This is an optimization exercise on Yosys and OpenROAD, whose aim is small area, a short achievable clock period and few clock cycles, not a production implementation.
RTL that was checked went through simulation tests only; none was proved equivalent to the original.
Function not checked in run 5: the RTL went through the layout flow alone.
The flow treats the clock pin as an ideal source, which a real chip does not have.
Power figures rest on the tool's default switching activity, not on a simulated workload.

<file path="flow/flow/run.sh">
#!/bin/bash
# Standard layout, with the smallest buffer on every port, port buffers kept
# as they are, and timing repair aiming at 7 ns of setup slack.
set -euo pipefail
F=$(pwd)/flow
bash standard.sh "BUFFER_PORTS_ARGS=-buffer_cell sky130_fd_sc_hd__buf_1" SETUP_SLACK_MARGIN=7 \
  PRE_CTS_TCL=$F/keep_ports.tcl PRE_GLOBAL_ROUTE_TCL=$F/keep_ports.tcl finish > standard.log 2>&1
</file>
<file path="flow/standard.sh">
#!/bin/bash
# synth_recipe.tcl (not shown) runs the flow's synth.tcl, then flattens the netlist and writes it again
# the make line also repeats each setting of config.mk as NAME=value (left out here)
make -C /OpenROAD-flow-scripts/flow DESIGN_CONFIG=/design/flow/config.mk WORK_HOME=/design/flow/orfs CLKGATE_MAP_FILE= SYNTH_SCRIPT=/design/flow/synth_recipe.tcl "${@:-finish}"
</file>
<file path="flow/config.mk">
export PLATFORM = sky130hd
export DESIGN_NAME = sbi_monitor
export DESIGN_NICKNAME = sbi_monitor
export VERILOG_FILES = /design/flow/design.v
export SDC_FILE = /design/flow/constraint.sdc
export NUM_CORES = 4
export LEC_CHECK = 0
export ABC_CLOCK_PERIOD_IN_PS = 2000
export CAP_MARGIN = 20
export CORE_MARGIN = 2
export CORE_UTILIZATION = 40
export SLEW_MARGIN = 20
</file>
<file path="flow/constraint.sdc">
create_clock -name core_clock -period 10.0 [get_ports {clk}]
set_input_delay 2.0000 -clock core_clock [delete_from_list [all_inputs] [get_ports {clk}]]
set_output_delay 2.0000 -clock core_clock [all_outputs]
set_load 0.01 [all_outputs]
</file>
<file path="flow/design.v">
module sbi_monitor (
    input  wire         clk,
    input  wire         rst,
    input  wire         svc_start,
    output wire         svc_ready,
    output wire         svc_done,
    output wire         svc_pending,
    output wire         svc_err,
    output wire         mem_req,
    output wire         mem_we,
    output wire         mem_batch,
    output wire [3:0]   mem_word,
    output wire [31:0]  mem_wdata,
    input  wire         mem_ack,
    input  wire         mem_ok,
    input  wire [255:0] mem_rdata,
    output wire         fatal,
    output wire         rst_req_valid,
    output wire [31:0]  rst_req_type,
    output wire [31:0]  rst_req_reason,
    output wire         ev_valid,
    output wire [1:0]   ev_kind,
    output wire [4:0]   ev_len,
    output wire [127:0] ev_line
);
    localparam [31:0] EID_CONSOLE = 32'h0000_0001;
    localparam [31:0] EID_BASE    = 32'h0000_0010;
    localparam [31:0] EID_SRST    = 32'h5352_5354;
    localparam [7:0]  NEWLINE     = 8'h0A;
    reg s_poll, s_read, s_werr, s_wval, s_clr, s_done;
    reg req_q, we_q, w0_q, w3_q, rdy_q;
    reg [1:0] retry;
    reg fatal_q, pend_q, err_q;
    reg c_putc;        
    reg c_nl;          
    reg c_rst;         
    reg c_f1;          
    reg c_v24;         
    reg c_f2;          
    reg c_f3;          
    reg c_f6;          
    reg [7:0]  c_chr;  
    reg [63:0] stg;    
    reg wd_e;          
    reg wd_f1;         
    reg wd_24;         
    reg [7:0] wd_lo;   
    reg [127:0] lb;
    reg [4:0]   len;
    reg         w_pend;    
    reg         nl_pend;   
    reg         r_pend;    
    reg         rv_q;
    reg [31:0]  rt_q, rr_q;
    reg         ev_v;
    reg [1:0]   ev_k;
    wire [31:0] r_eid = mem_rdata[31:0];
    wire [31:0] r_fid = mem_rdata[63:32];
    wire [31:0] r_a0  = mem_rdata[95:64];
    wire fid_hi0  = (r_fid[31:3] == 29'd0);
    wire fid0     = fid_hi0 && (r_fid[2:0] == 3'd0);
    wire is_base  = (r_eid == EID_BASE);
    wire d_putc   = (r_eid == EID_CONSOLE) && fid0;
    wire d_rst    = (r_eid == EID_SRST) && fid0;
    wire d_base   = is_base && fid_hi0 && (r_fid[2:0] != 3'd7);
    wire d_uns    = !(d_putc || d_rst || d_base);
    wire bf0      = is_base && fid0;
    wire bf1      = is_base && fid_hi0 && (r_fid[2:0] == 3'd1);
    wire bf2      = is_base && fid_hi0 && (r_fid[2:0] == 3'd2);
    wire bf3      = is_base && fid_hi0 && (r_fid[2:0] == 3'd3);
    wire bf6      = is_base && fid_hi0 && (r_fid[2:0] == 3'd6);
    wire probe = (stg[31:0] == EID_BASE) || (stg[31:0] == EID_CONSOLE) ||
                 (stg[31:0] == EID_SRST);
    wire [7:0] val_lo = ({8{c_putc}} & c_chr) |
                        {5'd0, c_f2, c_f2, c_f2 | c_f6 | (c_f3 & probe)};
    assign svc_ready   = rdy_q;
    assign svc_done    = s_done;
    assign svc_pending = pend_q;
    assign svc_err     = err_q;
    assign mem_req   = req_q;
    assign mem_we    = we_q;
    assign mem_batch = s_read;
    assign mem_word  = {w3_q, 1'b0, s_wval, w0_q};
    assign mem_wdata = {wd_e,  wd_f1, wd_e,  wd_e,  wd_e,  wd_f1, wd_f1, wd_24,
                        wd_e,  wd_f1, wd_e,  wd_e,  wd_e,  wd_f1, wd_e,  wd_e,
                        wd_e,  wd_f1, wd_e,  wd_e,  wd_f1, wd_f1, wd_e,  wd_f1,
                        wd_lo};
    assign fatal          = fatal_q;
    assign rst_req_valid  = rv_q;
    assign rst_req_type   = rt_q;
    assign rst_req_reason = rr_q;
    assign ev_valid = ev_v;
    assign ev_kind  = ev_k;
    assign ev_len   = len;
    assign ev_line  = {lb[127:64], stg};
    wire start     = svc_start && rdy_q;
    wire poll_nz   = (mem_rdata[31:0] != 32'd0);
    wire fail      = mem_ack && !mem_ok && req_q;
    wire last_fail = fail && (retry == 2'd3);
    wire commit    = s_clr && mem_ack && mem_ok;
    wire fin       = fail || commit || (s_poll && mem_ack && mem_ok && !poll_nz);
    wire adv_read  = s_poll && mem_ack && mem_ok && poll_nz;
    wire adv_werr  = s_read && mem_ack && mem_ok;
    wire adv_wval  = s_werr && mem_ack && mem_ok;
    wire adv_clr   = s_wval && mem_ack && mem_ok;
    integer k;
    always @(posedge clk) begin
        if (rst) begin
            s_poll  <= 1'b0;
            s_read  <= 1'b0;
            s_werr  <= 1'b0;
            s_wval  <= 1'b0;
            s_clr   <= 1'b0;
            s_done  <= 1'b0;
            req_q   <= 1'b0;
            we_q    <= 1'b0;
            w0_q    <= 1'b0;
            w3_q    <= 1'b0;
            rdy_q   <= 1'b1;
            retry   <= 2'd0;
            fatal_q <= 1'b0;
            rv_q    <= 1'b0;
            ev_v    <= 1'b0;
            w_pend  <= 1'b0;
            nl_pend <= 1'b0;
            r_pend  <= 1'b0;
            len     <= 5'd0;
        end else begin
            s_poll <= start || (s_poll && !mem_ack);
            s_read <= adv_read || (s_read && !mem_ack);
            s_werr <= adv_werr || (s_werr && !mem_ack);
            s_wval <= adv_wval || (s_wval && !mem_ack);
            s_clr  <= adv_clr || (s_clr && !mem_ack);
            s_done <= fin;
            req_q  <= start || (req_q && !fin);
            we_q   <= adv_werr || (we_q && !fin);
            w0_q   <= adv_read || adv_werr || ((s_read || s_werr) && !mem_ack);
            w3_q   <= adv_werr || adv_wval || ((s_werr || s_wval) && !mem_ack);
            if (start) begin
                rdy_q  <= 1'b0;
                pend_q <= 1'b0;
                err_q  <= 1'b0;
            end
            if (fin)
                rdy_q <= !last_fail;
            if (s_poll && mem_ack)
                pend_q <= mem_ok && poll_nz;
            if (fail) begin
                err_q <= 1'b1;
                retry <= retry + 2'd1;
            end else if (fin) begin
                retry <= 2'd0;
            end
            if (last_fail)
                fatal_q <= 1'b1;
            ev_v    <= last_fail || (commit && ((c_putc && (c_nl || len[4])) || c_rst));
            w_pend  <= commit && c_putc && !c_nl;
            nl_pend <= commit && c_putc && c_nl;
            r_pend  <= commit && c_rst;
            if (last_fail)
                ev_k <= 2'd2;
            else if (commit)
                ev_k <= {1'b0, c_rst};
            if (nl_pend)
                len <= 5'd0;
            else if (w_pend)
                len <= len[4] ? 5'd1 : len + 5'd1;
            if (r_pend)
                rv_q <= 1'b1;
        end
        if (s_read) begin
            wd_e  <= d_uns;
            wd_f1 <= d_uns;
            wd_24 <= d_uns;
            wd_lo <= {{7{d_uns}}, 1'b0};
        end else if (s_werr) begin
            if (mem_ack) begin
                wd_e  <= 1'b0;
                wd_f1 <= c_f1;
                wd_24 <= c_v24;
                wd_lo <= val_lo;
            end
        end else if (!s_wval || mem_ack) begin
            wd_e  <= 1'b0;
            wd_f1 <= 1'b0;
            wd_24 <= 1'b0;
            wd_lo <= 8'd0;
        end
        if (s_read) begin
            stg    <= mem_rdata[127:64];
            c_chr  <= r_a0[7:0];
            c_putc <= d_putc;
            c_nl   <= (r_a0[7:0] == NEWLINE);
            c_rst  <= d_rst;
            c_f1   <= bf1;
            c_v24  <= bf0 || bf1;
            c_f2   <= bf2;
            c_f3   <= bf3;
            c_f6   <= bf6;
        end else if (s_clr && c_putc) begin
            stg <= lb[63:0];
        end
        for (k = 0; k < 16; k = k + 1)
            if (w_pend && len[3:0] == k)
                lb[8*k +: 8] <= c_chr;
        if (r_pend) begin
            rt_q <= stg[31:0];
            rr_q <= stg[63:32];
        end
    end
endmodule
</file>
<file path="flow/flow/keep_ports.tcl">
# Keep the port buffers as placed: timing repair may not resize or move them.
foreach inst [get_cells -quiet {input* output*}] {
  set_dont_touch $inst
}
puts "dont_touch on [llength [get_cells -quiet {input* output*}]] port buffers"
</file>
==> run notes, run 1 <==
----------------------------------------------------
[Run status]
  Outcome ... did not finish
  Stopped at ... clock tree synthesis (4_1_cts)
  First error line in the log ... [ERROR RSZ-3006] Failed to insert buffer before loads for net net282

[Place]
  Placed cells ... 1343
  Count of buffers from port buffering ... 376
  Pre-CTS setup slack ... 6.27 ns
  Routability-driven placement congestion ratio ... 0.817
  HPWL after detailed placement ... 19600 µm

[Yosys]
  Syn Std Cell Area ... 11800 µm²
  Portion of the post-synthesis area used by sequential elements ... 76.8%
  Async set-or-reset flop fraction in the synthesized netlist ... 0%
  Share of the synthesized area in compound gates (AO/OA/AOI/OAI) ... 2.44%
  Syn Nets ... 957
  FF+latch count, synth ... 311
  Adder-cell area share of the yosys netlist ... 0.528%
  Average instance area after synthesis ... 17.1 µm²
  Post-synth cell types ... 51
  Count of flip-flops with a built-in enable after synthesis ... 286
  Number of standard cells after synthesis ... 691
  Post-synthesis share of cell area spent on and, or, nand and nor gates ... 6.87%
  Primary flip-flop cell chosen by synthesis mapping ... sky130_fd_sc_hd__edfxtp_1
  Dominant combinational cell family by area after synthesis ... simple AND/OR/NAND/NOR gates
  Xor-xnor portion of the synthesized cell area ... 0.0740%
  Synth Warn # ... 1
  Mux share of post-synthesis cell area ... 6.44%

[Clock network]
  Number of buffers added by the clock tree synthesis step ... 34
  Clock sink count ... 311

[Floorplan]
  Vert. Die Dim ... 176 µm
  Effective utilization at floorplan ... 40.9%
  Number of ports placed on the die boundary ... 506
  X dimension of the die ... 176 µm
  Std-Cell Rows ... 62

----------------------------------------------------
## cells by family after synthesis
family,count (synthesis)
DFF,311
and+or+nand+nor,141
buffers and inverters,122
muxes,68
AOI/OAI and AO/OA,42
adders and majority gates,5
other,1
xor gates and xnor gates,1
## power groups by stage
stage	Clock (mW)	Sequential [mW]	Combinational, mW
after floorplan	0	1.45	0.0308
after global placement	0	1.45	0.0632
after detailed placement	0	1.45	0.0642
## how the worst max path moves through the flow
stage / startpoint / to / slack (ns) / cells after the start
detailed placement: mem_rdata[36] / wd_f1 / 6.27 / 6
global placement: mem_rdata[2] / wd_lo[2] / 6.32 / 6
floorplan: mem_rdata[17] / wd_lo[1] / 6.70 / 6
## through the flow
step | hold WS (ns) | utilization, % | area, µm² | power, mW
2_1_floorplan | 0.428 | - | 12000 | 1.48
3_3_place_gp | 0.433 | 45.2 | 13100 | 1.52
3_5_place_dp | 0.436 | 45.2 | 13100 | 1.52
## synth_stat cells, types with 5 or more instances
library cell / instances / area [µm²]
sky130_fd_sc_hd__edfxtp_1: 286 / 8590
sky130_fd_sc_hd__buf_4: 94 / 706
sky130_fd_sc_hd__mux2_2: 65 / 732
sky130_fd_sc_hd__dfxtp_1: 25 / 500
sky130_fd_sc_hd__nand2_1: 25 / 93.8
sky130_fd_sc_hd__nor4_1: 18 / 113
sky130_fd_sc_hd__nor3_1: 17 / 85.1
sky130_fd_sc_hd__a21oi_1: 16 / 80.1
sky130_fd_sc_hd__nor2_1: 15 / 56.3
sky130_fd_sc_hd__and3_1: 13 / 81.3
sky130_fd_sc_hd__clkbuf_1: 13 / 48.8
sky130_fd_sc_hd__inv_1: 13 / 48.8
sky130_fd_sc_hd__and2_1: 9 / 56.3
sky130_fd_sc_hd__nand3_1: 9 / 45.0
sky130_fd_sc_hd__nand2b_1: 8 / 50.1
sky130_fd_sc_hd__o31ai_1: 7 / 52.6
sky130_fd_sc_hd__nand4_1: 6 / 37.5
sky130_fd_sc_hd__ha_1: 5 / 62.6
Testbench counts, summed over its fixed seeds: cycles 6,880.
==> inputs of run 2 (changes only) <==
--- a/flow/design.v
+++ b/flow/design.v
@@ -168,24 +168,14 @@
             if (r_pend)
                 rv_q <= 1'b1;
         end
-        if (s_read) begin
-            wd_e  <= d_uns;
-            wd_f1 <= d_uns;
-            wd_24 <= d_uns;
-            wd_lo <= {{7{d_uns}}, 1'b0};
-        end else if (s_werr) begin
-            if (mem_ack) begin
-                wd_e  <= 1'b0;
-                wd_f1 <= c_f1;
-                wd_24 <= c_v24;
-                wd_lo <= val_lo;
-            end
-        end else if (!s_wval || mem_ack) begin
-            wd_e  <= 1'b0;
-            wd_f1 <= 1'b0;
-            wd_24 <= 1'b0;
-            wd_lo <= 8'd0;
-        end
+        wd_e  <= (s_read & d_uns) | (s_werr & !mem_ack & wd_e);
+        wd_f1 <= (s_read & d_uns) | (s_werr & (mem_ack ? c_f1 : wd_f1)) |
+                 (s_wval & !mem_ack & wd_f1);
+        wd_24 <= (s_read & d_uns) | (s_werr & (mem_ack ? c_v24 : wd_24)) |
+                 (s_wval & !mem_ack & wd_24);
+        wd_lo <= ({8{s_read & d_uns}} & 8'hFE) |
+                 ({8{s_werr}} & (mem_ack ? val_lo : wd_lo)) |
+                 ({8{s_wval & !mem_ack}} & wd_lo);
         if (s_read) begin
             stg    <= mem_rdata[127:64];
             c_chr  <= r_a0[7:0];
==> flow/flow/run.sh (replaced) <==
#!/bin/bash
# Standard layout, with the smallest buffer on every port, and timing repair
# aiming at 6.8 ns of setup slack.
set -euo pipefail
bash standard.sh "BUFFER_PORTS_ARGS=-buffer_cell sky130_fd_sc_hd__buf_1" SETUP_SLACK_MARGIN=6.8 finish > standard.log 2>&1
--- a/flow/config.mk
+++ b/flow/config.mk
@@ -9,4 +9,6 @@
 export CAP_MARGIN = 20
 export CORE_MARGIN = 2
 export CORE_UTILIZATION = 40
+export CTS_CLUSTER_DIAMETER = 80
+export CTS_CLUSTER_SIZE = 30
 export SLEW_MARGIN = 20
removed: flow/flow/keep_ports.tcl
==> run notes, run 2 <==
----------------------------------------------------
[Worst setup path]
  Highest net fanout along the worst path ... 3
  Kind of critical path ... in -> reg
  Kind of launch point of the worst setup path ... input pin
  CP arrival ... 3.69 ns
  Crit path required time ... 10.39 ns
  Critical Path Sink Type ... flip-flop

[Yosys]
  Mux share of post-synthesis cell area ... 6.52% (was 6.44%)
  Share of the synthesized area in compound gates (AO/OA/AOI/OAI) ... 3.25% (was 2.44%)
  Count of flip-flops with a built-in enable after synthesis ... 276 (was 286)
  Leading cell types by count after synthesis ... 276 x sky130_fd_sc_hd__edfxtp_1, 92 x sky130_fd_sc_hd__buf_4, 66 x sky130_fd_sc_hd__mux2_2 (was 286 x sky130_fd_sc_hd__edfxtp_1, 94 x sky130_fd_sc_hd__buf_4, 65 x sky130_fd_sc_hd__mux2_2)
  Most frequently used cell type in the post-synthesis netlist ... sky130_fd_sc_hd__edfxtp_1 (unchanged)
  Average instance area after synthesis ... 16.8 µm² (was 17.1 µm²)
  Synth Warn # ... 1 (unchanged)
  Async set-or-reset flop fraction in the synthesized netlist ... 0% (unchanged)
  Proportion of netlist area held by the largest area contributor ... 69.9% (was 72.5%)
  Portion of the post-synthesis area used by sequential elements ... 75.8% (was 76.8%)
  Synth top area cells ... sky130_fd_sc_hd__edfxtp_1 70%, sky130_fd_sc_hd__mux2_2 6.3%, sky130_fd_sc_hd__dfxtp_1 5.9% (was sky130_fd_sc_hd__edfxtp_1 73%, sky130_fd_sc_hd__mux2_2 6.2%, sky130_fd_sc_hd__buf_4 6.0%)
  FF+latch count, synth ... 311 (unchanged)
  Number of standard cells after synthesis ... 707 (was 691)
  Adder-cell area share of the yosys netlist ... 0.528% (about the same)
  Post-synthesis share of cell area spent on and, or, nand and nor gates ... 6.87% (about the same)
  Dominant combinational cell family by area after synthesis ... simple AND/OR/NAND/NOR gates (unchanged)
  Syn Std Cell Area ... 11900 µm² (was 11800 µm²)
  Primary flip-flop cell chosen by synthesis mapping ... sky130_fd_sc_hd__edfxtp_1 (unchanged)
  Xor-xnor portion of the synthesized cell area ... 0.0739% (was 0.0740%)
  Syn Nets ... 973 (was 957)
  Yosys top cell by area ... sky130_fd_sc_hd__edfxtp_1 (unchanged)
  Post-synth cell types ... 48 (was 51)

[Timing]
  Max-slew violation total from the final report ... 0
  Measured slew at the worst slew-check pin ... 1.05 ns
  Final number of setup-violating endpoints ... 0
  Final worst path period need ... 3.30 ns
  Slew headroom ... 30.2%
  Hold Violations, Final ... 0
  Final-layout setup total negative slack ... 0 ns
  Worst-case setup margin in the final layout ... 6.70 ns
  Worst hold slack after final layout ... 0.459 ns
  Maximum clock frequency ... 0.303 GHz
  Final Cycle Share ... 33.0%
  Unrepaired setup endpoints after global routing ... true
  Max Clock Skew ... 0.0144 ns

[Final layout]
  Number of inserted filler cells in the final layout ... 2658
  Largest registers ... lb x128, stg x64
  Commonest cells after routing, fill and taps aside ... 374 x sky130_fd_sc_hd__buf_1, 276 x sky130_fd_sc_hd__edfxtp_1, 66 x sky130_fd_sc_hd__mux2_2, 26 x sky130_fd_sc_hd__dfxtp_1, 18 x sky130_fd_sc_hd__nor2_1
  Finished Core Util ... 46.7%
  Flip-flop count of the largest register after layout ... 128
  Area taken by multi-input logic gates ... 2160 µm²
  Final non-filler cell area ... 13700 µm²
  Register with the most flip-flops ... lb
  Most common library cell in the layout ignoring fill and taps ... sky130_fd_sc_hd__buf_1
  Diodes inserted ... 0
  Layout-stage area growth over the synthesis result ... 15.9%
  Proportion of layout cells with a drive suffix above 1 ... 13.6%
  Number of nets in the layout ... 1273
  Count of placed standard cells in the final layout, fillers left out ... 1402
  Sequential cell area ... 9010 µm²

[Drt]
  Detail-routed net length per standard cell ... 20.1 µm
  DRC Markers ... 0
  Via count normalized by instance count ... 4.80
  Final wirelength ... 28100 µm
  Number of routed nets with antenna violations ... 0
  Initial DRC Count ... 452
  Vias ... 6733
  Pre-Repair DR Iteration Count ... 7

[Clock network]
  Number of buffers added by the clock tree synthesis step ... 14 (was 34)
  Total number of H-tree levels ... 1
  CTS Root Cell ... sky130_fd_sc_hd__clkbuf_16
  Later-pin clock latency in the skew report ... 0.51 ns
  Max Buffers Root-to-Sink ... 3
  Clock sink count ... 311 (unchanged)
  Clock tree from TritonCTS ... done
  Clock transition at the registers of the reported paths ... 0.11 ns

[Power and ir drop]
  Reported leakage power ... 4.23 nW
  Total Power ... 2.18 mW
  Worst supply voltage drop on vdd ... 0.0898 mV
  Power density over the cells ... 159 nW/µm²

[Global routing]
  First-pass GRT wire length ... 40400 µm
  Gr usage total ... 17.4%
  Vias in the first global route ... 6509
  Total congestion overflow ... 0
  Maximum number of pins on one net before global-route repair ... 66
  Initial antenna violation count ... 0

[Place]
  Placed cells ... 1367 (was 1343)
  Routability-driven placement congestion ratio ... 0.772 (was 0.817)
  Cell area after placement ... 13100 µm² (about the same)
  HPWL after detailed placement ... 19400 µm (was 19600 µm)
  Pre-CTS setup slack ... 5.98 ns (was 6.27 ns)
  Count of buffers from port buffering ... 376 (unchanged)

[Floorplan]
  Number of ports placed on the die boundary ... 506 (unchanged)
  Vert. Die Dim ... 176 µm (about the same)
  Effective utilization at floorplan ... 40.3% (was 40.9%)
  Std-Cell Rows ... 63 (was 62)
  X dimension of the die ... 176 µm (about the same)
  Area enclosed by the die boundary ... 31000 µm²
  Core area ... 29400 µm²

[Job]
  Max capacitance violation total ... 0

[Hold path]
  Hold crit path type ... reg -> reg

[Run status]
  Outcome ... no timing/DRC/antenna violations (was did not finish)

----------------------------------------------------
run 2: timing repair:
action | in CTS | in global routing
setup endpoints to repair | 45 | 40
hold endpoints to repair | 0 | 0
setup buffers | 8 | 5
resized for setup | 8 | 4
hold buffers | 0 | 0
pin swaps | 5 | 0
run 2: area by class of cell:
cell class | instances | share of cell area, %
multi-input combinational | 271 | 15.8
inverter | 14 | 0.383
clock inverter | 3 | 0.337
sequential | 311 | 65.6
tap | 390 | 3.55
timing repair buffer | 395 | 11.5
clock buffer | 18 | 2.89
run 2: worst paths after layout:
check                    start       end  slack, ns  cells past startpoint
setup / recovery  mem_rdata[5]      w0_q       6.70                      6
hold / removal         stg[59]  rr_q[27]       0.46                      0
setup reg to reg        stg[3]  wd_lo[0]       7.88                      4
hold reg to reg        stg[59]  rr_q[27]       0.46                      0
run 2: worst max-delay path, cell delays in order:
cell	delay, ns
sky130_fd_sc_hd__buf_1	0.07
sky130_fd_sc_hd__or4_4	0.55
sky130_fd_sc_hd__or4_4	0.47
sky130_fd_sc_hd__o41ai_4	0.27
sky130_fd_sc_hd__a21oi_2	0.09
sky130_fd_sc_hd__or2_1	0.24
run 2: logic make-up after synthesis:
kind of cell / after synthesis
muxes: 69
DFF: 311
AOI/OAI and AO/OA: 57
adders and majority gates: 5
and+or+nand+nor: 138
xor gates and xnor gates: 1
buffers and inverters: 125
other: 1
run 2: per-layer routing:
| metal | wire (µm) | vias up | track usage (%) |
|---|---|---|---|
| li1 | - | 3171 | - |
| met1 | 12100 | 3255 | 23.1 |
| met2 | 13600 | 274 | 29.3 |
| met3 | 1890 | 33 | 3.36 |
| met4 | 556 | 0 | 4.79 |
| met5 | 0 | - | 0 |
run 2: where the power goes:
group	leakage, nW	total (mW)	switching [mW]	internal [mW]
combinational	1.26	0.0682	0.0391	0.0291
clock	0.213	0.697	0.384	0.312
sequential	2.76	1.42	0.0109	1.41
Testbench counts of run 2, summed over its fixed seeds: cycles 6,880.
==> inputs of run 3 (changes only) <==
--- a/flow/config.mk
+++ b/flow/config.mk
@@ -5,7 +5,7 @@
 export SDC_FILE = /design/flow/constraint.sdc
 export NUM_CORES = 4
 export LEC_CHECK = 0
-export ABC_CLOCK_PERIOD_IN_PS = 2000
+export ABC_CLOCK_PERIOD_IN_PS = 1200
 export CAP_MARGIN = 20
 export CORE_MARGIN = 2
 export CORE_UTILIZATION = 40
==> run notes, run 3 <==
----------------------------------------------------
[Run status]
  Outcome ... no timing/DRC/antenna violations (unchanged)

[Yosys]
  Syn Std Cell Area ... 11900 µm² (unchanged)
  Average instance area after synthesis ... 16.8 µm² (unchanged)
  Number of standard cells after synthesis ... 707 (unchanged)
  Primary flip-flop cell chosen by synthesis mapping ... sky130_fd_sc_hd__edfxtp_1 (unchanged)
  Synth top area cells ... sky130_fd_sc_hd__edfxtp_1 70%, sky130_fd_sc_hd__mux2_2 6.3%, sky130_fd_sc_hd__dfxtp_1 5.9% (unchanged)
  Most frequently used cell type in the post-synthesis netlist ... sky130_fd_sc_hd__edfxtp_1 (unchanged)
  Syn Nets ... 973 (unchanged)
  Async set-or-reset flop fraction in the synthesized netlist ... 0% (unchanged)
  Yosys top cell by area ... sky130_fd_sc_hd__edfxtp_1 (unchanged)
  Synth Warn # ... 1 (unchanged)
  FF+latch count, synth ... 311 (unchanged)
  Portion of the post-synthesis area used by sequential elements ... 75.8% (unchanged)
  Leading cell types by count after synthesis ... 276 x sky130_fd_sc_hd__edfxtp_1, 92 x sky130_fd_sc_hd__buf_4, 66 x sky130_fd_sc_hd__mux2_2 (unchanged)
  Count of flip-flops with a built-in enable after synthesis ... 276 (unchanged)
  Post-synth cell types ... 48 (unchanged)
  Proportion of netlist area held by the largest area contributor ... 69.9% (unchanged)

[Drt]
  Vias ... 6733 (unchanged)
  Number of routed nets with antenna violations ... 0 (unchanged)
  Detail-routed net length per standard cell ... 20.1 µm (unchanged)
  DRC Markers ... 0 (unchanged)
  Pre-Repair DR Iteration Count ... 7 (unchanged)
  Via count normalized by instance count ... 4.80 (unchanged)
  Initial DRC Count ... 452 (unchanged)
  Final wirelength ... 28100 µm (unchanged)

[Timing]
  Measured slew at the worst slew-check pin ... 1.05 ns (unchanged)
  Final-layout setup total negative slack ... 0 ns (unchanged)
  Unrepaired setup endpoints after global routing ... true (unchanged)
  Max-slew violation total from the final report ... 0 (unchanged)
  Final worst path period need ... 3.30 ns (unchanged)
  Slew headroom ... 30.2% (unchanged)
  Final number of setup-violating endpoints ... 0 (unchanged)
  Hold Violations, Final ... 0 (unchanged)
  Final Cycle Share ... 33.0% (unchanged)
  Max Clock Skew ... 0.0144 ns (unchanged)
  Maximum clock frequency ... 0.303 GHz (unchanged)
  Worst hold slack after final layout ... 0.459 ns (unchanged)

[Final layout]
  Proportion of layout cells with a drive suffix above 1 ... 13.6% (unchanged)
  Final non-filler cell area ... 13700 µm² (unchanged)
  Register with the most flip-flops ... lb (unchanged)
  Layout-stage area growth over the synthesis result ... 15.9% (unchanged)
  Most common library cell in the layout ignoring fill and taps ... sky130_fd_sc_hd__buf_1 (unchanged)
  Largest registers ... lb x128, stg x64 (unchanged)
  Diodes inserted ... 0 (unchanged)
  Number of inserted filler cells in the final layout ... 2658 (unchanged)
  Flip-flop count of the largest register after layout ... 128 (unchanged)
  Number of nets in the layout ... 1273 (unchanged)
  Commonest cells after routing, fill and taps aside ... 374 x sky130_fd_sc_hd__buf_1, 276 x sky130_fd_sc_hd__edfxtp_1, 66 x sky130_fd_sc_hd__mux2_2, 26 x sky130_fd_sc_hd__dfxtp_1, 18 x sky130_fd_sc_hd__nor2_1 (unchanged)

[Hold path]
  Hold crit path type ... reg -> reg (unchanged)

[Global routing]
  Gr usage total ... 17.4% (unchanged)
  Total congestion overflow ... 0 (unchanged)
  First-pass GRT wire length ... 40400 µm (unchanged)
  Initial antenna violation count ... 0 (unchanged)
  Maximum number of pins on one net before global-route repair ... 66 (unchanged)
  Vias in the first global route ... 6509 (unchanged)

[Worst setup path]
  Kind of launch point of the worst setup path ... input pin (unchanged)
  Crit path required time ... 10.39 ns (about the same)
  CP arrival ... 3.69 ns (about the same)
  Critical Path Sink Type ... flip-flop (unchanged)
  Kind of critical path ... in -> reg (unchanged)
  Register-to-register setup slack ... 7.88 ns (about the same)
  Highest net fanout along the worst path ... 3 (unchanged)

[Clock network]
  Number of buffers added by the clock tree synthesis step ... 14 (unchanged)
  Clock sink count ... 311 (unchanged)
  Hold-fix buffer count after cts ... 0 (unchanged)
  Later-pin clock latency in the skew report ... 0.51 ns (about the same)
  CTS Root Cell ... sky130_fd_sc_hd__clkbuf_16 (unchanged)
  Clock transition at the registers of the reported paths ... 0.11 ns (about the same)
  Total number of H-tree levels ... 1 (unchanged)
  Clock tree from TritonCTS ... done (unchanged)
  Max Buffers Root-to-Sink ... 3 (unchanged)

[Floorplan]
  Vert. Die Dim ... 176 µm (unchanged)
  X dimension of the die ... 176 µm (unchanged)
  Core area ... 29400 µm² (unchanged)
  Area enclosed by the die boundary ... 31000 µm² (unchanged)
  Effective utilization at floorplan ... 40.3% (unchanged)
  Std-Cell Rows ... 63 (unchanged)
  Number of ports placed on the die boundary ... 506 (unchanged)

[Power and ir drop]
  Worst supply voltage drop on vdd ... 0.0898 mV (unchanged)
  Total Power ... 2.18 mW (unchanged)
  Power density over the cells ... 159 nW/µm² (unchanged)
  Reported leakage power ... 4.23 nW (unchanged)

[Place]
  Routability-driven placement congestion ratio ... 0.772 (unchanged)
  HPWL after detailed placement ... 19400 µm (unchanged)
  Cell area after placement ... 13100 µm² (unchanged)
  Count of buffers from port buffering ... 376 (unchanged)

[Job]
  Max capacitance violation total ... 0 (unchanged)

----------------------------------------------------
run 3: cell counts after synthesis:
Identical to the previous run, type by type.
run 3: path summary, 6_finish.rpt:
kind / start / end / cells past startpoint
setup reg to reg: stg[3] / wd_lo[0] / 4
hold reg to reg: stg[59] / rr_q[27] / 0
setup / recovery: mem_rdata[5] / w0_q / 6
hold / removal: stg[59] / rr_q[27] / 0
run 3: per-layer routing:
metal	part of all wire, %	routed length (µm)	vias to the layer above	track usage, %
li1	-	-	3171	-
met1	43	12100	3255	23.1
met2	48	13600	274	29.3
met3	6.7	1890	33	3.36
met4	2.0	556	0	4.79
met5	0	0	-	0
run 3: logic make-up (layout without fill, tap and decap cells):
logic type                 after synthesis  count (layout)  share of synthesized area, %
xor gates and xnor gates                 1               1                        0.0739
adders and majority gates                5               5                         0.528
buffers and inverters                  125             430                          6.87
DFF                                    311             311                          75.8
AOI/OAI and AO/OA                       57              57                          3.25
other                                    1               1                        0.0316
and+or+nand+nor                        138             138                          6.87
muxes                                   69              69                          6.52
run 3: report_power, final:
part	switching (mW)	internal (mW)	leakage (nW)
Combinational	0.0391	0.0291	1.26
Clock	0.384	0.312	0.213
Sequential	0.0109	1.41	2.76
Total	0.434	1.75	4.23
run 3: per-stage QoR:
stage          util (%)  worst slack (ns)  cells
2_1_floorplan         -              6.37    707
3_3_place_gp       44.7              5.98   1367
3_5_place_dp       44.7              5.98   1367
4_1_cts            46.5              6.72   1396
5_1_grt            46.7              6.66   1402
6_report           46.7              6.70   1402
run 3: final cells by class:
cell class                 instances  area (µm²)  area share, %
clock buffer                      18         397           2.89
inverter                          14        52.6          0.383
sequential                       311        9010           65.6
tap                              390         488           3.55
multi-input combinational        271        2160           15.8
clock inverter                     3        46.3          0.337
timing repair buffer             395        1580           11.5
run 3: worst max-delay path, stage by stage:
cell and delay (ns):
sky130_fd_sc_hd__buf_1 0.07, sky130_fd_sc_hd__or4_4 0.55, sky130_fd_sc_hd__or4_4 0.47, sky130_fd_sc_hd__o41ai_4 0.27
sky130_fd_sc_hd__a21oi_2 0.09, sky130_fd_sc_hd__or2_1 0.24
run 3: repair_timing:
action,in CTS,in global routing
setup buffers,8,5
cloned,0,0
resized for setup,8,4
pin swaps,5,0
setup endpoints to repair,45,40
==> inputs of run 4 (changes only) <==
--- a/flow/config.mk
+++ b/flow/config.mk
@@ -5,7 +5,7 @@
 export SDC_FILE = /design/flow/constraint.sdc
 export NUM_CORES = 4
 export LEC_CHECK = 0
-export ABC_CLOCK_PERIOD_IN_PS = 1200
+export ABC_CLOCK_PERIOD_IN_PS = 800
 export CAP_MARGIN = 20
 export CORE_MARGIN = 2
 export CORE_UTILIZATION = 40
==> run notes, run 4 <==
----------------------------------------------------
[Run status]
  Outcome ... no timing/DRC/antenna violations (unchanged)

[Power and ir drop]
  Sequential share of power ... 64.9% (about the same)
  Power density over the cells ... 159 nW/µm² (unchanged)
  Int Pwr ... 1.75 mW (unchanged)
  Worst supply voltage drop on vdd ... 0.0898 mV (unchanged)
  Proportion of total power due to net switching ... 19.9% (unchanged)
  Portion of total power attributed to the clock network ... 31.9% (about the same)
  Combinational cell fraction of total power ... 3.1% (about the same)
  Reported leakage power ... 4.23 nW (unchanged)
  Net switching component of the power ... 434 µW (unchanged)

[Final layout]
  Number of nets in the layout ... 1273 (unchanged)
  Count of placed standard cells in the final layout, fillers left out ... 1402 (unchanged)
  Flip-flop count of the largest register after layout ... 128 (unchanged)
  Largest registers ... lb x128, stg x64 (unchanged)
  Commonest cells after routing, fill and taps aside ... 374 x sky130_fd_sc_hd__buf_1, 276 x sky130_fd_sc_hd__edfxtp_1, 66 x sky130_fd_sc_hd__mux2_2, 26 x sky130_fd_sc_hd__dfxtp_1, 18 x sky130_fd_sc_hd__nor2_1 (unchanged)
  Register with the most flip-flops ... lb (unchanged)
  Layout-stage area growth over the synthesis result ... 15.9% (unchanged)
  Finished Core Util ... 46.7% (unchanged)
  Diodes inserted ... 0 (unchanged)
  Proportion of layout cells with a drive suffix above 1 ... 13.6% (unchanged)
  Most common library cell in the layout ignoring fill and taps ... sky130_fd_sc_hd__buf_1 (unchanged)
  Number of inserted filler cells in the final layout ... 2658 (unchanged)
  Final non-filler cell area ... 13700 µm² (unchanged)

[Worst setup path]
  Highest net fanout along the worst path ... 3 (unchanged)
  Crit path required time ... 10.39 ns (about the same)
  Family of cells with the greatest summed delay on the critical path ... simple AND/OR/NAND/NOR gates (unchanged)
  Slowest Stage Delay on Critical Path ... 0.55 ns (about the same)
  Cell with the most instances on the worst path ... sky130_fd_sc_hd__or4_4 (unchanged)
  Register-to-register setup slack ... 7.88 ns (about the same)
  Critical Path Sink Type ... flip-flop (unchanged)
  Count of buffer and inverter cells on the critical path ... 1 (unchanged)
  Cells along the critical path ... buf_1 > or4_4 > or4_4 > o41ai_4 > a21oi_2 > or2_1 (unchanged)
  Kind of launch point of the worst setup path ... input pin (unchanged)
  Slowest cell on the critical path ... sky130_fd_sc_hd__or4_4 (unchanged)
  CP arrival ... 3.69 ns (about the same)
  Kind of critical path ... in -> reg (unchanged)

[Global routing]
  Gr usage total ... 17.4% (unchanged)
  Maximum number of pins on one net before global-route repair ... 66 (unchanged)
  Initial antenna violation count ... 0 (unchanged)
  Total congestion overflow ... 0 (unchanged)
  Vias in the first global route ... 6509 (unchanged)
  First-pass GRT wire length ... 40400 µm (unchanged)

[Yosys]
  Share of the synthesized area in compound gates (AO/OA/AOI/OAI) ... 3.25% (unchanged)
  Synth top area cells ... sky130_fd_sc_hd__edfxtp_1 70%, sky130_fd_sc_hd__mux2_2 6.3%, sky130_fd_sc_hd__dfxtp_1 5.9% (unchanged)
  Number of standard cells after synthesis ... 707 (unchanged)
  Syn Std Cell Area ... 11900 µm² (unchanged)
  FF+latch count, synth ... 311 (unchanged)
  Primary flip-flop cell chosen by synthesis mapping ... sky130_fd_sc_hd__edfxtp_1 (unchanged)
  Yosys top cell by area ... sky130_fd_sc_hd__edfxtp_1 (unchanged)
  Average instance area after synthesis ... 16.8 µm² (unchanged)
  Dominant combinational cell family by area after synthesis ... simple AND/OR/NAND/NOR gates (unchanged)
  Mux share of post-synthesis cell area ... 6.52% (unchanged)
  Xor-xnor portion of the synthesized cell area ... 0.0739% (unchanged)
  Async set-or-reset flop fraction in the synthesized netlist ... 0% (unchanged)
  Leading cell types by count after synthesis ... 276 x sky130_fd_sc_hd__edfxtp_1, 92 x sky130_fd_sc_hd__buf_4, 66 x sky130_fd_sc_hd__mux2_2 (unchanged)
  Count of flip-flops with a built-in enable after synthesis ... 276 (unchanged)
  Post-synthesis share of cell area spent on and, or, nand and nor gates ... 6.87% (unchanged)
  Post-synth cell types ... 48 (unchanged)
  Most frequently used cell type in the post-synthesis netlist ... sky130_fd_sc_hd__edfxtp_1 (unchanged)
  Portion of the post-synthesis area used by sequential elements ... 75.8% (unchanged)
  Proportion of netlist area held by the largest area contributor ... 69.9% (unchanged)
  Adder-cell area share of the yosys netlist ... 0.528% (unchanged)
  Synth Warn # ... 1 (unchanged)
  Syn Nets ... 973 (unchanged)

[Clock network]
  Clock transition at the registers of the reported paths ... 0.11 ns (about the same)
  Clock tree from TritonCTS ... done (unchanged)
  Hold-fix buffer count after cts ... 0 (unchanged)
  Total number of H-tree levels ... 1 (unchanged)
  CTS Root Cell ... sky130_fd_sc_hd__clkbuf_16 (unchanged)
  Number of buffers added by the clock tree synthesis step ... 14 (unchanged)
  Later-pin clock latency in the skew report ... 0.51 ns (about the same)
  Clock sink count ... 311 (unchanged)
  Max Buffers Root-to-Sink ... 3 (unchanged)

[Timing]
  Final number of setup-violating endpoints ... 0 (unchanged)
  Max Clock Skew ... 0.0144 ns (unchanged)
  Final-layout setup total negative slack ... 0 ns (unchanged)
  Hold Violations, Final ... 0 (unchanged)
  Final worst path period need ... 3.30 ns (unchanged)
  Max-slew violation total from the final report ... 0 (unchanged)
  Unrepaired setup endpoints after global routing ... true (unchanged)
  Worst-case setup margin in the final layout ... 6.70 ns (unchanged)
  Measured slew at the worst slew-check pin ... 1.05 ns (unchanged)
  Slew headroom ... 30.2% (unchanged)
  Final Cycle Share ... 33.0% (unchanged)
  Maximum clock frequency ... 0.303 GHz (unchanged)

[Drt]
  Number of routed nets with antenna violations ... 0 (unchanged)
  Vias ... 6733 (unchanged)
  Via count normalized by instance count ... 4.80 (unchanged)
  Final wirelength ... 28100 µm (unchanged)
  Detail-routed net length per standard cell ... 20.1 µm (unchanged)
  Initial DRC Count ... 452 (unchanged)
  DRC Markers ... 0 (unchanged)
  Pre-Repair DR Iteration Count ... 7 (unchanged)

[Floorplan]
  X dimension of the die ... 176 µm (unchanged)
  Std-Cell Rows ... 63 (unchanged)
  Effective utilization at floorplan ... 40.3% (unchanged)
  Area enclosed by the die boundary ... 31000 µm² (unchanged)
  Vert. Die Dim ... 176 µm (unchanged)
  Core area ... 29400 µm² (unchanged)
  Number of ports placed on the die boundary ... 506 (unchanged)

[Place]
  Count of buffers from port buffering ... 376 (unchanged)
  HPWL after detailed placement ... 19400 µm (unchanged)
  Routability-driven placement congestion ratio ... 0.772 (unchanged)
  Pre-CTS setup slack ... 5.98 ns (unchanged)
  Cell area after placement ... 13100 µm² (unchanged)
  Placed cells ... 1367 (unchanged)

[Hold path]
  Hold crit path type ... reg -> reg (unchanged)

[Job]
  Max capacitance violation total ... 0 (unchanged)

----------------------------------------------------
## run 4: path summary, 6_finish.rpt
| check | end | start | cells past startpoint |
|---|---|---|---|
| worst max-delay path | w0_q | mem_rdata[5] | 6 |
| worst max register to register | wd_lo[0] | stg[3] | 4 |
| worst min register to register | rr_q[27] | stg[59] | 0 |
| worst min-delay path | rr_q[27] | stg[59] | 0 |
## run 4: final cells by class
cell class / count / area (µm²) / area share [%]
clock inverter: 3 / 46.3 / 0.337
tap: 390 / 488 / 3.55
timing repair buffer: 395 / 1580 / 11.5
inverter: 14 / 52.6 / 0.383
multi-input combinational: 271 / 2160 / 15.8
sequential: 311 / 9010 / 65.6
clock buffer: 18 / 397 / 2.89
## run 4: per-stage QoR
stage,hold slack (ns),total power [mW]
2_1_floorplan,0.417,1.48
3_3_place_gp,0.432,1.51
3_5_place_dp,0.434,1.51
4_1_cts,0.461,2.21
5_1_grt,0.470,2.25
6_report,0.459,2.18
## run 4: power groups by stage
stage / sequential, mW / clock [mW] / combinational [mW]
final: 1.42 / 0.697 / 0.0682
after global routing: 1.42 / 0.759 / 0.0759
after CTS: 1.42 / 0.721 / 0.0683
after detailed placement: 1.45 / 0 / 0.0656
after global placement: 1.45 / 0 / 0.0644
after floorplan: 1.45 / 0 / 0.0301
## run 4: what timing repair did
item,4_1_cts,5_1_grt
pin swaps,5,0
endpoints found under the hold margin,0,0
setup endpoints to repair,45,40
gates resized for setup,8,4
buffers inserted,8,5
## run 4: cells by family (layout without fill, tap and decap cells)
kind of cell | Yosys count | in the layout
flops | 311 | 311
simple gates | 138 | 138
buf+inv | 125 | 430
mux | 69 | 69
compound gates | 57 | 57
fa+ha+maj | 5 | 5
other cells | 1 | 1
xor+xnor | 1 | 1
## run 4: per-layer routing
metal	part of all wire [%]	track usage [%]	vias up	wire length (µm)
li1	-	-	3171	-
met1	43	23.1	3255	12100
met2	48	29.3	274	13600
met3	6.7	3.36	33	1890
met4	2.0	4.79	0	556
met5	0	0	-	0
==> inputs of run 5 (changes only) <==
--- a/flow/design.v
+++ b/flow/design.v
@@ -53,7 +53,6 @@
     reg         rv_q;
     reg [31:0]  rt_q, rr_q;
     reg         ev_v;
-    reg [1:0]   ev_k;
     wire [31:0] r_eid = mem_rdata[31:0];
     wire [31:0] r_fid = mem_rdata[63:32];
     wire [31:0] r_a0  = mem_rdata[95:64];
@@ -90,7 +89,7 @@
     assign rst_req_type   = rt_q;
     assign rst_req_reason = rr_q;
     assign ev_valid = ev_v;
-    assign ev_kind  = ev_k;
+    assign ev_kind  = {fatal_q, r_pend};
     assign ev_len   = len;
     assign ev_line  = {lb[127:64], stg};
     wire start     = svc_start && rdy_q;
@@ -157,10 +156,6 @@
             w_pend  <= commit && c_putc && !c_nl;
             nl_pend <= commit && c_putc && c_nl;
             r_pend  <= commit && c_rst;
-            if (last_fail)
-                ev_k <= 2'd2;
-            else if (commit)
-                ev_k <= {1'b0, c_rst};
             if (nl_pend)
                 len <= 5'd0;
             else if (w_pend)
--- a/flow/config.mk
+++ b/flow/config.mk
@@ -5,7 +5,7 @@
 export SDC_FILE = /design/flow/constraint.sdc
 export NUM_CORES = 4
 export LEC_CHECK = 0
-export ABC_CLOCK_PERIOD_IN_PS = 800
+export ABC_CLOCK_PERIOD_IN_PS = 2000
 export CAP_MARGIN = 20
 export CORE_MARGIN = 2
 export CORE_UTILIZATION = 40
==> run notes, run 5 <==
----------------------------------------------------
[Place]
  HPWL after detailed placement ... 20100 µm (was 19400 µm)
  Count of buffers from port buffering ... 376 (unchanged)
  Routability-driven placement congestion ratio ... 0.827 (was 0.772)
  Cell area after placement ... 13000 µm² (was 13100 µm²)

[Hold path]
  Hold crit path type ... reg -> reg (unchanged)
  Launch instance of the worst min-delay path ... stg[53] (was stg[59])
  Endpoint of the worst hold path ... rr_q[21] (was rr_q[27])
  Number of instances on the worst hold path ... 0 (unchanged)

[Yosys]
  Async set-or-reset flop fraction in the synthesized netlist ... 0% (unchanged)
  Average instance area after synthesis ... 16.8 µm² (about the same)
  Syn Std Cell Area ... 11800 µm² (was 11900 µm²)
  Post-synth cell types ... 52 (was 48)
  Syn Nets ... 965 (was 973)
  Synth Warn # ... 1 (unchanged)
  Number of standard cells after synthesis ... 699 (was 707)
  Yosys top cell by area ... sky130_fd_sc_hd__edfxtp_1 (unchanged)
  FF+latch count, synth ... 309 (was 311)
  Count of flip-flops with a built-in enable after synthesis ... 274 (was 276)
  Synth top area cells ... sky130_fd_sc_hd__edfxtp_1 70%, sky130_fd_sc_hd__mux2_2 6.3%, sky130_fd_sc_hd__buf_4 6.0% (was sky130_fd_sc_hd__edfxtp_1 70%, sky130_fd_sc_hd__mux2_2 6.3%, sky130_fd_sc_hd__dfxtp_1 5.9%)
  Leading cell types by count after synthesis ... 274 x sky130_fd_sc_hd__edfxtp_1, 94 x sky130_fd_sc_hd__buf_4, 66 x sky130_fd_sc_hd__mux2_2 (was 276 x sky130_fd_sc_hd__edfxtp_1, 92 x sky130_fd_sc_hd__buf_4, 66 x sky130_fd_sc_hd__mux2_2)
  Most frequently used cell type in the post-synthesis netlist ... sky130_fd_sc_hd__edfxtp_1 (unchanged)
  Portion of the post-synthesis area used by sequential elements ... 75.8% (about the same)
  Proportion of netlist area held by the largest area contributor ... 69.9% (about the same)
  Primary flip-flop cell chosen by synthesis mapping ... sky130_fd_sc_hd__edfxtp_1 (unchanged)

[Floorplan]
  Number of ports placed on the die boundary ... 506 (unchanged)
  Effective utilization at floorplan ... 40.8% (was 40.3%)
  Std-Cell Rows ... 62 (was 63)
  X dimension of the die ... 176 µm (about the same)
  Area enclosed by the die boundary ... 30800 µm² (was 31000 µm²)
  Core area ... 28900 µm² (was 29400 µm²)
  Vert. Die Dim ... 176 µm (about the same)

[Final layout]
  Sequential cell area ... 8940 µm² (was 9010 µm²)
  Proportion of layout cells with a drive suffix above 1 ... 14.1% (was 13.6%)
  Register with the most flip-flops ... lb (unchanged)
  Diodes inserted ... 0 (unchanged)
  Area taken by multi-input logic gates ... 2170 µm² (was 2160 µm²)
  Largest registers ... lb x128, stg x64 (unchanged)
  Flip-flop count of the largest register after layout ... 128 (unchanged)
  Number of nets in the layout ... 1266 (was 1273)
  Layout-stage area growth over the synthesis result ... 16.1% (was 15.9%)
  Number of inserted filler cells in the final layout ... 2591 (was 2658)
  Most common library cell in the layout ignoring fill and taps ... sky130_fd_sc_hd__buf_1 (unchanged)
  Final non-filler cell area ... 13700 µm² (about the same)
  Commonest cells after routing, fill and taps aside ... 372 x sky130_fd_sc_hd__buf_1, 274 x sky130_fd_sc_hd__edfxtp_1, 66 x sky130_fd_sc_hd__mux2_2, 28 x sky130_fd_sc_hd__dfxtp_1 (was 374 x sky130_fd_sc_hd__buf_1, 276 x sky130_fd_sc_hd__edfxtp_1, 66 x sky130_fd_sc_hd__mux2_2, 26 x sky130_fd_sc_hd__dfxtp_1, 18 x sky130_fd_sc_hd__nor2_1)

[Worst setup path]
  Slowest Stage Delay on Critical Path ... 0.52 ns (was 0.55 ns)
  Count of buffer and inverter cells on the critical path ... 1 (unchanged)
  Crit path required time ... 10.43 ns (was 10.39 ns)
  Kind of launch point of the worst setup path ... input pin (unchanged)
  Kind of critical path ... in -> reg (unchanged)
  Critical Path Sink Type ... flip-flop (unchanged)
  Slowest cell on the critical path ... sky130_fd_sc_hd__or4_4 (unchanged)
  Cells along the critical path ... buf_1 > or4_4 > or4_4 > or4_4 > o21ai_4 > nor3b_2 (was buf_1 > or4_4 > or4_4 > o41ai_4 > a21oi_2 > or2_1)
  Reg-to-Reg End ... stg[37] (was wd_lo[0])
  Worst r2r path cells ... 3 (was 4)
  Cell with the most instances on the worst path ... sky130_fd_sc_hd__or4_4 (unchanged)
  Family of cells with the greatest summed delay on the critical path ... simple AND/OR/NAND/NOR gates (unchanged)
  Highest net fanout along the worst path ... 5 (was 3)
  Source of the worst register-to-register timing path ... s_read (was stg[3])
  CP arrival ... 3.88 ns (was 3.69 ns)
  Register-to-register setup slack ... 7.84 ns (was 7.88 ns)

[Clock network]
  Max Buffers Root-to-Sink ... 3 (unchanged)
  Total number of H-tree levels ... 1 (unchanged)
  Hold-fix buffer count after cts ... 0 (unchanged)
  Clock tree from TritonCTS ... done (unchanged)
  Clock sink count ... 309 (was 311)
  Clock transition at the registers of the reported paths ... 0.10 ns (was 0.11 ns)
  CTS Root Cell ... sky130_fd_sc_hd__clkbuf_16 (unchanged)
  Number of buffers added by the clock tree synthesis step ... 15 (was 14)
  Later-pin clock latency in the skew report ... 0.51 ns (about the same)

[Drt]
  Number of routed nets with antenna violations ... 0 (unchanged)
  Pre-Repair DR Iteration Count ... 7 (unchanged)
  Final wirelength ... 29500 µm (was 28100 µm)
  Post-route met1 wirelength ... 12500 µm (was 12100 µm)
  Routed length on met3 ... 2000 µm (was 1890 µm)
  Initial DRC Count ... 520 (was 452)
  DRC Markers ... 0 (unchanged)
  Top Metal Used ... met4 (unchanged)
  Via count normalized by instance count ... 4.97 (was 4.80)
  Vias ... 6900 (was 6733)
  Detail-routed net length per standard cell ... 21.3 µm (was 20.1 µm)
  Met2 wire len ... 14500 µm (was 13600 µm)

[Timing]
  Final Cycle Share ... 34.5% (was 33.0%)
  Measured slew at the worst slew-check pin ... 1.04 ns (was 1.05 ns)
  Final worst path period need ... 3.45 ns (was 3.30 ns)
  Final-layout setup total negative slack ... 0 ns (unchanged)
  Max Clock Skew ... 0.0288 ns (was 0.0144 ns)
  Final number of setup-violating endpoints ... 0 (unchanged)
  Hold Violations, Final ... 0 (unchanged)
  Maximum clock frequency ... 0.290 GHz (was 0.303 GHz)
  Max-slew violation total from the final report ... 0 (unchanged)
  Worst hold slack after final layout ... 0.460 ns (was 0.459 ns)
  Slew headroom ... 30.7% (was 30.2%)
  Unrepaired setup endpoints after global routing ... true (unchanged)

[Global routing]
  Vias in the first global route ... 6680 (was 6509)
  Total congestion overflow ... 0 (unchanged)
  Gr usage total ... 18.3% (was 17.4%)
  Maximum number of pins on one net before global-route repair ... 72 (was 66)
  Initial antenna violation count ... 1 (was 0)
  First-pass GRT wire length ... 41900 µm (was 40400 µm)

[Power and ir drop]
  Worst supply voltage drop on vdd ... 0.106 mV (was 0.0898 mV)
  Power density over the cells ... 160 nW/µm² (was 159 nW/µm²)
  Reported leakage power ... 4.16 nW (was 4.23 nW)

[Run status]
  Outcome ... no timing/DRC/antenna violations (unchanged)

[Job]
  Max capacitance violation total ... 0 (unchanged)

----------------------------------------------------
==> run 5: cell families (layout without fill, tap and decap cells) <==
group / Yosys count / after routing / share of synthesized area, %
other cells: 1 / 1 / 0.0319
compound gates: 63 / 63 / 3.54
xor+xnor: 1 / 1 / 0.0744
fa+ha+maj: 5 / 5 / 0.531
buf+inv: 119 / 425 / 6.82
simple gates: 132 / 132 / 6.60
flops: 309 / 309 / 75.8
mux: 69 / 69 / 6.57
==> run 5: through the flow <==
step | util [%] | cells | power (mW) | setup slack (ns)
final | 47.4 | 1389 | 2.18 | 6.55
after global routing | 47.4 | 1389 | 2.25 | 6.51
after floorplan | - | 699 | 1.47 | 6.21
after detailed placement | 44.9 | 1352 | 1.50 | 5.86
after global placement | 44.9 | 1352 | 1.50 | 5.91
after CTS | 47.2 | 1386 | 2.21 | 6.56
==> run 5: final cells by class <==
cell class / instances / share of cell area (%)
Sequential cell: 309 / 65.4
Multi-Input combinational cell: 271 / 15.9
Timing Repair Buffer: 397 / 11.6
Tap cell: 384 / 3.51
Clock buffer: 15 / 2.75
Clock inverter: 7 / 0.613
Inverter: 6 / 0.165
==> run 5: timing repair <==
action	4_1_cts	5_1_grt
buffers inserted	12	3
gates resized for setup	16	10
setup endpoints to repair	47	31
pin swaps	12	5
==> run 5: worst max-delay path by stage <==
stage          slack [ns]          start  cells after the start        to
2_1_floorplan        6.21   mem_rdata[5]                      5     req_q
3_3_place_gp         5.91  mem_rdata[55]                      6     wd_24
3_5_place_dp         5.86  mem_rdata[55]                      6  wd_lo[7]
4_1_cts              6.56   mem_rdata[5]                      7      w0_q
5_1_grt              6.51   mem_rdata[5]                      6    s_done
6_report             6.55   mem_rdata[5]                      6    s_done
==> run 5: metal layers <==
layer,track usage [%],vias up
li1,-,3170
met1,24.5,3427
met2,31.7,281
met3,3.40,22
met4,3.44,0
met5,0,-
==> run 5: worst reg2reg max path, cell delays in order, from the launching register on <==
cell                      delay, ns
sky130_fd_sc_hd__dfxtp_4       0.38
sky130_fd_sc_hd__buf_4         0.25
sky130_fd_sc_hd__buf_4         0.75
sky130_fd_sc_hd__mux2_2        0.55
==> run 5: power breakdown <==
part	switching (mW)	total, mW	internal, mW
Sequential	0.0103	1.41	1.40
Clock	0.399	0.708	0.309
Combinational	0.0394	0.0685	0.0291
Total	0.449	2.18	1.73
==> inputs of run 6 (changes only) <==
--- a/flow/design.v
+++ b/flow/design.v
@@ -53,6 +53,7 @@
     reg         rv_q;
     reg [31:0]  rt_q, rr_q;
     reg         ev_v;
+    reg [1:0]   ev_k;
     wire [31:0] r_eid = mem_rdata[31:0];
     wire [31:0] r_fid = mem_rdata[63:32];
     wire [31:0] r_a0  = mem_rdata[95:64];
@@ -89,7 +90,7 @@
     assign rst_req_type   = rt_q;
     assign rst_req_reason = rr_q;
     assign ev_valid = ev_v;
-    assign ev_kind  = {fatal_q, r_pend};
+    assign ev_kind  = ev_k;
     assign ev_len   = len;
     assign ev_line  = {lb[127:64], stg};
     wire start     = svc_start && rdy_q;
@@ -156,6 +157,10 @@
             w_pend  <= commit && c_putc && !c_nl;
             nl_pend <= commit && c_putc && c_nl;
             r_pend  <= commit && c_rst;
+            if (last_fail)
+                ev_k <= 2'd2;
+            else if (commit)
+                ev_k <= {1'b0, c_rst};
             if (nl_pend)
                 len <= 5'd0;
             else if (w_pend)
==> flow/flow/run.sh (replaced) <==
#!/bin/bash
# Standard layout, with the smallest buffer on every port, and timing repair
# aiming at 6.95 ns of setup slack.
set -euo pipefail
bash standard.sh "BUFFER_PORTS_ARGS=-buffer_cell sky130_fd_sc_hd__buf_1" SETUP_SLACK_MARGIN=6.95 finish > standard.log 2>&1
==> run notes, run 6 <==
----------------------------------------------------
[Floorplan]
  Std-Cell Rows ... 63 (was 62)
  X dimension of the die ... 176 µm (about the same)
  Core area ... 29400 µm² (was 28900 µm²)
  Number of ports placed on the die boundary ... 506 (unchanged)
  Effective utilization at floorplan ... 40.3% (was 40.8%)
  Area enclosed by the die boundary ... 31000 µm² (was 30800 µm²)
  Vert. Die Dim ... 176 µm (about the same)

[Timing]
  Measured slew at the worst slew-check pin ... 0.994 ns (was 1.04 ns)
  Maximum clock frequency ... 0.302 GHz (was 0.290 GHz)
  Max Clock Skew ... 0.0129 ns (was 0.0288 ns)
  Final Cycle Share ... 33.1% (was 34.5%)
  Unrepaired setup endpoints after global routing ... true (unchanged)
  Final worst path period need ... 3.31 ns (was 3.45 ns)
  Final-layout setup total negative slack ... 0 ns (unchanged)
  Slew headroom ... 33.7% (was 30.7%)
  Final number of setup-violating endpoints ... 0 (unchanged)
  Hold Violations, Final ... 0 (unchanged)
  Max-slew violation total from the final report ... 0 (unchanged)

[Place]
  Routability-driven placement congestion ratio ... 0.780 (was 0.827)
  Count of buffers from port buffering ... 376 (unchanged)
  HPWL after detailed placement ... 19500 µm (was 20100 µm)

[Clock network]
  Hold-fix buffer count after cts ... 0 (unchanged)
  Later-pin clock latency in the skew report ... 0.50 ns (was 0.51 ns)
  Clock tree from TritonCTS ... done (unchanged)
  Clock sink count ... 311 (was 309)
  Total number of H-tree levels ... 1 (unchanged)
  CTS Root Cell ... sky130_fd_sc_hd__clkbuf_16 (unchanged)
  Clock transition at the registers of the reported paths ... 0.11 ns (was 0.10 ns)
  Number of buffers added by the clock tree synthesis step ... 15 (unchanged)
  Max Buffers Root-to-Sink ... 3 (unchanged)

[Drt]
  Number of routed nets with antenna violations ... 0 (unchanged)
  Vias ... 7064 (was 6900)
  Detail-routed net length per standard cell ... 20.1 µm (was 21.3 µm)
  DRC Markers ... 0 (unchanged)
  Final wirelength ... 29400 µm (was 29500 µm)
  Via count normalized by instance count ... 4.83 (was 4.97)
  Pre-Repair DR Iteration Count ... 5 (was 7)
  Initial DRC Count ... 465 (was 520)

[Final layout]
  Layout-stage area growth over the synthesis result ... 23.5% (was 16.1%)
  Register with the most flip-flops ... lb (unchanged)
  Largest registers ... lb x128, stg x64 (unchanged)
  Commonest cells after routing, fill and taps aside ... 276 x sky130_fd_sc_hd__edfxtp_1, 173 x sky130_fd_sc_hd__buf_1, 149 x sky130_fd_sc_hd__clkbuf_2, 75 x sky130_fd_sc_hd__buf_4, 66 x sky130_fd_sc_hd__mux2_2 (was 372 x sky130_fd_sc_hd__buf_1, 274 x sky130_fd_sc_hd__edfxtp_1, 66 x sky130_fd_sc_hd__mux2_2, 28 x sky130_fd_sc_hd__dfxtp_1)
  Flip-flop count of the largest register after layout ... 128 (unchanged)
  Number of nets in the layout ... 1333 (was 1266)
  Most common library cell in the layout ignoring fill and taps ... sky130_fd_sc_hd__edfxtp_1 (was sky130_fd_sc_hd__buf_1)
  Diodes inserted ... 0 (unchanged)
  Proportion of layout cells with a drive suffix above 1 ... 38.8% (was 14.1%)

[Worst setup path]
  Slowest cell on the critical path ... sky130_fd_sc_hd__or4_4 (unchanged)
  Critical Path Sink Type ... flip-flop (unchanged)
  Register-to-register setup slack ... 7.77 ns (was 7.84 ns)
  CP arrival ... 3.69 ns (was 3.88 ns)
  Cell with the most instances on the worst path ... sky130_fd_sc_hd__or4_4 (unchanged)
  Source of the worst register-to-register timing path ... stg[3] (was s_read)
  Kind of critical path ... in -> reg (unchanged)
  Slowest Stage Delay on Critical Path ... 0.54 ns (was 0.52 ns)
  Launch point of the worst path ... mem_rdata[5] (unchanged)
  Cells along the critical path ... buf_1 > or4_4 > or4_4 > o41ai_4 > a21oi_2 > or2_1 (was buf_1 > or4_4 > or4_4 > or4_4 > o21ai_4 > nor3b_2)
  Crit path required time ... 10.38 ns (was 10.43 ns)
  Highest net fanout along the worst path ... 3 (was 5)
  Kind of launch point of the worst setup path ... input pin (unchanged)

[Global routing]
  First-pass GRT wire length ... 41200 µm (was 41900 µm)
  Initial antenna violation count ... 1 (unchanged)
  Gr usage total ... 17.8% (was 18.3%)
  Total congestion overflow ... 0 (unchanged)
  Vias in the first global route ... 6716 (was 6680)
  Maximum number of pins on one net before global-route repair ... 73 (was 72)

[Yosys]
  Leading cell types by count after synthesis ... 276 x sky130_fd_sc_hd__edfxtp_1, 92 x sky130_fd_sc_hd__buf_4, 66 x sky130_fd_sc_hd__mux2_2 (was 274 x sky130_fd_sc_hd__edfxtp_1, 94 x sky130_fd_sc_hd__buf_4, 66 x sky130_fd_sc_hd__mux2_2)
  Post-synth cell types ... 48 (was 52)
  Primary flip-flop cell chosen by synthesis mapping ... sky130_fd_sc_hd__edfxtp_1 (unchanged)
  Syn Std Cell Area ... 11900 µm² (was 11800 µm²)
  Syn Nets ... 973 (was 965)
  Async set-or-reset flop fraction in the synthesized netlist ... 0% (unchanged)
  Synth Warn # ... 1 (unchanged)
  Yosys top cell by area ... sky130_fd_sc_hd__edfxtp_1 (unchanged)
  Proportion of netlist area held by the largest area contributor ... 69.9% (about the same)
  Synth top area cells ... sky130_fd_sc_hd__edfxtp_1 70%, sky130_fd_sc_hd__mux2_2 6.3%, sky130_fd_sc_hd__dfxtp_1 5.9% (was sky130_fd_sc_hd__edfxtp_1 70%, sky130_fd_sc_hd__mux2_2 6.3%, sky130_fd_sc_hd__buf_4 6.0%)
  Average instance area after synthesis ... 16.8 µm² (about the same)
  Most frequently used cell type in the post-synthesis netlist ... sky130_fd_sc_hd__edfxtp_1 (unchanged)
  Number of standard cells after synthesis ... 707 (was 699)
  Count of flip-flops with a built-in enable after synthesis ... 276 (was 274)
  FF+latch count, synth ... 311 (was 309)
  Portion of the post-synthesis area used by sequential elements ... 75.8% (about the same)

[Power and ir drop]
  Reported leakage power ... 5.20 nW (was 4.16 nW)
  Power density over the cells ... 151 nW/µm² (was 160 nW/µm²)
  Total Power ... 2.21 mW (was 2.18 mW)
  Worst supply voltage drop on vdd ... 0.0886 mV (was 0.106 mV)

[Run status]
  Outcome ... no timing/DRC/antenna violations (unchanged)

[Hold path]
  Launch instance of the worst min-delay path ... stg[59] (was stg[53])
  Hold crit path type ... reg -> reg (unchanged)

[Job]
  Max capacitance violation total ... 0 (unchanged)

----------------------------------------------------
## run 6: changes by cell type after synthesis, sizes merged, moves of 4 or more
| cell | delta |
|---|---|
| o21ai | +7 |
| a22o | -5 |
| nand3 | +5 |
| and3 | +6 |
| buf | -4 |
| nand2b | +4 |
| inv | +8 |
| nor3b | -4 |
| a21oi | -4 |
| and2 | -6 |
## run 6: power breakdown
part / leakage (nW) / switching [mW] / total, mW / internal, mW
sequential: 2.77 / 0.00777 / 1.41 / 1.40
combinational: 2.21 / 0.0449 / 0.0820 / 0.0371
clock: 0.223 / 0.404 / 0.715 / 0.312
## run 6: path summary, 6_finish.rpt
path,endpoint,cells after the start
setup / recovery,w0_q,6
hold / removal,rr_q[27],0
setup reg to reg,wd_lo[0],5
hold reg to reg,rr_q[27],0
## run 6: timing repair
action	CTS	global route
buffers inserted	46	25
endpoints found under the setup margin	159	236
pin swaps	6	4
gates resized for setup	62	215
## run 6: final cells by class
| type | count | area (µm²) |
|---|---|---|
| well taps | 390 | 488 |
| multi-input cells | 271 | 2210 |
| flip-flops and latches | 311 | 9030 |
| inverters | 14 | 52.6 |
| clock inverters | 7 | 83.8 |
| fillers | 2568 | 14800 |
| clock buffers | 15 | 375 |
| repair buffers | 454 | 2390 |
## run 6: cells by family after synthesis
family | count (synthesis) | share of synthesized area, %
other | 1 | 0.0316
AO/OA/AOI/OAI | 57 | 3.25
adder cells (fa/ha/maj) | 5 | 0.528
XOR/XNOR | 1 | 0.0739
multiplexers | 69 | 6.52
AND/OR/NAND/NOR | 138 | 6.87
flip-flops | 311 | 75.8
buffers and inverters | 125 | 6.87
## run 6: critical path, delay by kind of cell
family | cells | cell delay (ns)
simple gates | 3 | 1.26
compound gates | 2 | 0.36
buf+inv | 1 | 0.07
## run 6: routing by layer
layer	GRT usage, %	routed length [µm]	share of wire (%)
met1	23.1	12200	42
met2	31.5	14800	50
met3	3.32	2050	7.0
met4	2.93	282	0.96
met5	0	0	0
## run 6: per-stage QoR
stage               setup slack (ns)  instances  utilization [%]  area (µm²)  hold WS (ns)
floorplan                       6.37        707                -       12000         0.417
global placement                5.95       1369             44.7       13200         0.432
detailed placement              5.95       1369             44.7       13200         0.432
CTS                             6.71       1437             47.9       14100         0.454
global route                    6.65       1462             49.8       14600         0.455
finish                          6.69       1462             49.8       14600         0.446
Testbench counts of run 6, summed over its fixed seeds: cycles 6,880.

[re-timing with driven ports]
No port has a modelled driver above. Below, the same layouts with a new extraction and two added sets of constraints. Step 1 assumes that a clkbuf_16 drives the clock port and a buf_2 every other input. Step 2 times the ports against the registers' clock, not the clock port: input delays grow and output delays shrink by t, the midpoint of the rising clock arrivals with the driver on. a / b / c = ideal / step 1 / step 2; a / b = the first two.
| run | t (ns) | setup slack, ns | latest minus earliest clock arrival (ns) |
|---|---|---|---|
| run 2 | 0.542 | 6.698 / 6.721 / 6.178 | 0.017 / 0.017 |
| run 3 | 0.542 | 6.698 / 6.721 / 6.178 | 0.017 / 0.017 |
| run 4 | 0.542 | 6.698 / 6.721 / 6.178 | 0.017 / 0.017 |
| run 5 | 0.540 | 6.550 / 6.575 / 6.034 | 0.029 / 0.029 |
| run 6 | 0.536 | 6.691 / 6.715 / 6.179 | 0.014 / 0.015 |
After both steps every run listed still meets setup and hold.
